Context: an optimization exercise on an open-source flow, tuned for a short achievable clock period and few clock cycles. The choices shown serve that exercise and are no tape-out recipe.
Only simulation tests tie the RTL to the original design; equivalence was not proved.
The clock input has no modelled driver; a real chip could not lean on it and would need a root buffer or a full tree.
No activity file was given, so power comes from the tool's default toggle rates.

// acb_stream
module acb_stream (
    input  wire        clk,
    input  wire        rst,
    input  wire        start,
    input  wire [1:0]  op,
    input  wire [15:0] arg0,
    input  wire [12:0] in_len,
    output reg         done,
    output reg  [12:0] out_len,
    output reg  [12:0] in_pos,
    output reg  [2:0]  err_code,
    output reg  [15:0] err_info,
    output wire [11:0] in_addr,
    input  wire [7:0]  in_rdata,
    output wire [11:0] out_raddr,
    input  wire [7:0]  out_rdata,
    output reg         out_we,
    output reg  [11:0] out_waddr,
    output reg  [7:0]  out_wdata
);
    localparam [2:0] E_NONE       = 3'd0;
    localparam [2:0] E_INVALIDARG = 3'd1;
    localparam [2:0] E_ILLEGAL    = 3'd2;
    localparam [2:0] E_UNEXPEND   = 3'd3;
    localparam [2:0] E_DATA       = 3'd4;
    localparam [2:0] E_CAPACITY   = 3'd5;
    localparam [1:0] SEL_LIT = 2'd0,    
                     SEL_MEM = 2'd1,    
                     SEL_H1  = 2'd2,    
                     SEL_H2  = 2'd3;    
    localparam [2:0] I_ZERO = 3'd0, I_HP = 3'd1, I_HP1 = 3'd2, I_HPM2 = 3'd3,
                     I_CAP  = 3'd4, I_ARG = 3'd5, I_OP = 3'd6;
    reg        st_r;        
    reg [1:0]  op_r;
    reg [15:0] arg_r;
    reg [12:0] len_r;
    reg [2:0]  arg_hi;      
    reg        run;         
    reg        m_cmp, m_dec, m_mat;
    reg [12:0] hp;          
    reg [12:0] rem;         
    reg        remz, rem1;  
    reg [12:0] P;           
  ...
For scale: roughly 2100 cells after synthesis, roughly 140 I/O pins.
export LEC_CHECK = 0
export CAP_MARGIN = 20
export CORE_MARGIN = 2
export CORE_UTILIZATION = 40
export SLEW_MARGIN = 20
create_clock -name core_clock -period 10.0 [get_ports {clk}]
standard.sh (not shown) runs the stock make flow with config.mk's settings and CLKGATE_MAP_FILE= SYNTH_SCRIPT=/design/flow/synth_recipe.tcl, a recipe that flattens the netlist after the stock synthesis.
==> flow/flow/run.sh <==
#!/bin/bash
HERE=$(pwd)
bash standard.sh SETUP_SLACK_MARGIN=7.5 ABC_CLOCK_PERIOD_IN_PS=3000 CORE_UTILIZATION=65 PLACE_DENSITY=0.75 PRE_CTS_TCL=$HERE/flow/star_cts.tcl finish > flow_standard.log 2>&1
Other scripts of this flow, unchanged in this note and not shown: flow/flow/star_cts.tcl
The first run finished with timing, DRC and antenna clean.
Testbench counts at the start, summed over its fixed seeds: cycles 270,399.
Then changed:
--- a/flow/design.v
+++ b/flow/design.v
@@ -45,23 +45,22 @@
     reg        roomz;       
     reg [7:0]  z;           
     reg        zf;          
     reg [8:0]  fsh;         
     reg        exh;         
     reg        pf;          
     reg [4:0]  cc;          
     reg        cact;        
     reg [1:0]  csel;        
     reg        bad_r;       
     reg [11:0] ia;          
-    reg [11:0] na;          
     reg        iv;          
     reg        rv;          
     reg [7:0]  ird;         
     reg        irv;
     reg [7:0]  B  [0:7];
     reg        Bz [0:7];    
     reg [2:0]  wp, rp;
     reg [3:0]  n;           
     reg [7:0]  H0, H1;
     reg        H0z, H1z;
     reg        hv0, hv1;    
@@ -78,24 +77,23 @@
     reg [7:0]  e_byte;
     reg [1:0]  pop;
     reg        fin;         
     reg [2:0]  f_code;
     reg [2:0]  f_info;
     reg        mstart;      
     reg        fload;       
     reg        zset, zinc, zclr;
     wire [11:0] m_off = {w0[7:4], w1};
     wire        m_bad = (m_off == 12'd0) || ({1'b0, m_off} > P) ||
                         ({9'd0, w0[3:0]} + 13'd3 > room);
-    wire [11:0] m_src  = P[11:0] - m_off;
-    wire [11:0] m_src1 = P[11:0] + 12'd1 - m_off;
+    wire [11:0] m_src = P[11:0] - m_off;
     wire [1:0]  m_sel = (m_off == 12'd1) ? SEL_H1 :
                         (m_off == 12'd2) ? SEL_H2 : SEL_MEM;
     always @(*) begin
         emit   = 1'b0;
         e_sel  = SEL_LIT;
         e_byte = 8'h00;
         pop    = 2'd0;
         fin    = 1'b0;
         f_code = E_NONE;
         f_info = I_ZERO;
         mstart = 1'b0;
@@ -183,24 +181,22 @@
             end
             if (emit && full) begin
                 emit   = 1'b0;
                 mstart = 1'b0;
                 fin    = 1'b1;
                 f_code = E_CAPACITY;
                 f_info = I_CAP;
             end
         end
     end
     reg [11:0] ra;           
-    reg [11:0] sr;           
-    reg [11:0] wc;           
     reg        p1_v, p2_v;
     reg [1:0]  p1_sel, p2_sel;
     reg [7:0]  p1_b, p2_b;
     reg        p1_fin, p2_fin;
     reg [7:0]  h1;           
     reg [7:0]  h2;           
     reg [2:0]  r_code;
     reg [2:0]  r_isel;       
     reg        r_pos;        
     reg        r_dec;        
     assign out_raddr = ra;
@@ -209,23 +205,22 @@
     reg [7:0] wd;
     always @(*) begin
         case (p2_sel)
             SEL_LIT: wd = p2_b;
             SEL_MEM: wd = out_rdata;
             SEL_H1:  wd = h1;
             default: wd = h2;
         endcase
     end
     integer k;
     wire      push = irv & run;
-    wire      ivn  = ({1'b0, n} + irv + rv + iv < 5'd8);    
     wire      irdz = (ird == 8'h00);
     reg [7:0] cb  [0:3];
     reg       cbz [0:3];
     reg [2:0] ci;
     always @(*) begin
         for (k = 0; k < 4; k = k + 1) begin
             ci     = rp + k;
             cb[k]  = (push && wp == ci) ? ird  : B[ci];
             cbz[k] = (push && wp == ci) ? irdz : Bz[ci];
         end
     end
@@ -258,24 +253,24 @@
             out_we <= 1'b0;
             done   <= 1'b0;
         end else begin
             st_r <= go;
             irv <= rv;
             if (go) begin
                 rv <= 1'b1;
                 iv <= 1'b1;
                 ia <= 12'd1;
             end else if (st_r || run) begin
                 rv <= iv;
-                iv <= ivn;
-                ia <= na;
+                iv <= ({1'b0, n} + irv + rv + iv < 5'd8);
+                ia <= ia + {11'd0, iv};
             end else begin
                 rv <= iv;
                 iv <= 1'b0;
                 ia <= 12'd0;
             end
             case (pop)
                 2'd0: begin
                     n <= n_p0; hv0 <= (n_p0 != 4'd0); hv1 <= (n_p0[3:1] != 3'd0);
                 end
                 2'd1: begin
                     n <= n_p1; hv0 <= (n_p1 != 4'd0); hv1 <= (n_p1[3:1] != 3'd0);
@@ -351,25 +346,23 @@
                 zf <= !w1z;
             end
         end
         if (cact) begin
             cc   <= cc - 5'd1;
             cact <= (cc != 5'd1);
         end else if (mstart) begin
             cc   <= {1'b0, w0[3:0]} + 5'd2;
             cact <= 1'b1;
             csel <= m_sel;
         end
-        ra <= cact ? sr : m_src;
-        sr <= cact ? sr + 12'd1 : m_src1;
-        na <= go ? 12'd2 : na + {11'd0, ivn};
+        ra <= cact ? ra + 12'd1 : m_src;
         if (fload) begin
             fsh <= {w0, 1'b1};
             exh <= 1'b0;
             pf  <= cact;
         end else if (emit && !cact) begin
             fsh <= {fsh[7:0], 1'b0};
             exh <= (fsh[6:0] == 7'd0);
             pf  <= 1'b0;
         end
         if (fin) begin
             r_code <= f_code;
@@ -398,24 +391,23 @@
             pf     <= 1'b0;
         end
         p1_sel <= e_sel;
         p1_b   <= e_byte;
         p2_sel <= p1_sel;
         p2_b   <= p1_b;
         out_wdata <= wd;
         if (p2_v) begin
             h1 <= wd;
             h2 <= h1;
         end
-        wc <= st_r ? 12'd0 : wc + {11'd0, p2_v};
-        out_waddr <= wc;
+        out_waddr <= st_r ? 12'd0 : out_waddr + {11'd0, out_we};
         out_len  <= P - {12'd0, r_dec};
         in_pos   <= !r_pos ? 13'd0 : (m_mat && pf) ? hp - 13'd1 : hp;
         err_code <= r_code;
         case (r_isel)
             I_HP:    err_info <= {3'd0, hp};
             I_HP1:   err_info <= {3'd0, hp_p1};
             I_HPM2:  err_info <= {3'd0, hp - 13'd2};
             I_CAP:   err_info <= 16'd4096;
             I_ARG:   err_info <= {arg_hi, room};
             I_OP:    err_info <= 16'd3;
             default: err_info <= 16'd0;
Sequential power falls by about 9%.
Wire length is lower by 17%.
Cell area decreases by 8.7%.
Worst setup slack degrades by 0.036 ns.
Clock skew came out lower by 0.0096 ns.
Via count went down by 13%.
Total power shrinks by 8.1%.
Register-to-register slack is about the same.
Synthesized area drops by 9.0%.
Global-route usage falls by 2.6 points.
Die area shrinks by 8.8%.
Critical path depth is unchanged.
Utilization goes up by 0.27 points.
Testbench counts after the change, summed over its fixed seeds: cycles 270,399.
No run of this note takes its clock network from TritonCTS; it comes from the design's own scripts or RTL.

==> port drivers added, routing unchanged <==
In the flow no input, the clock included, has a driving cell. The finished layouts below were timed again as built, in two steps. Step 1 sets driving cells, clkbuf_16 on the clock port and buf_2 on the other inputs (assumed; they add their load-dependent delay and slew). Step 2 moves the port delays by t, midway between the first and last clock arrival at a register: inputs arrive t later, outputs are due t later. That takes back most of the time a late clock gives input paths. Slacks: no drivers / after step 1 / after step 2; pairs: no drivers / after step 1.
run | t (ns) | slack for setup (ns) | worst register clock-pin slew, ns
the first run | 0.462 | 7.182 / 7.058 / 7.098 | 0.10 / 0.10
the second run | 0.465 | 7.145 / 7.013 / 7.143 | 0.09 / 0.09
After both steps every run listed still meets setup and hold. The setup slack of the first run, which loses most, moves by -0.124 ns with the drivers and by -0.084 ns with both steps.
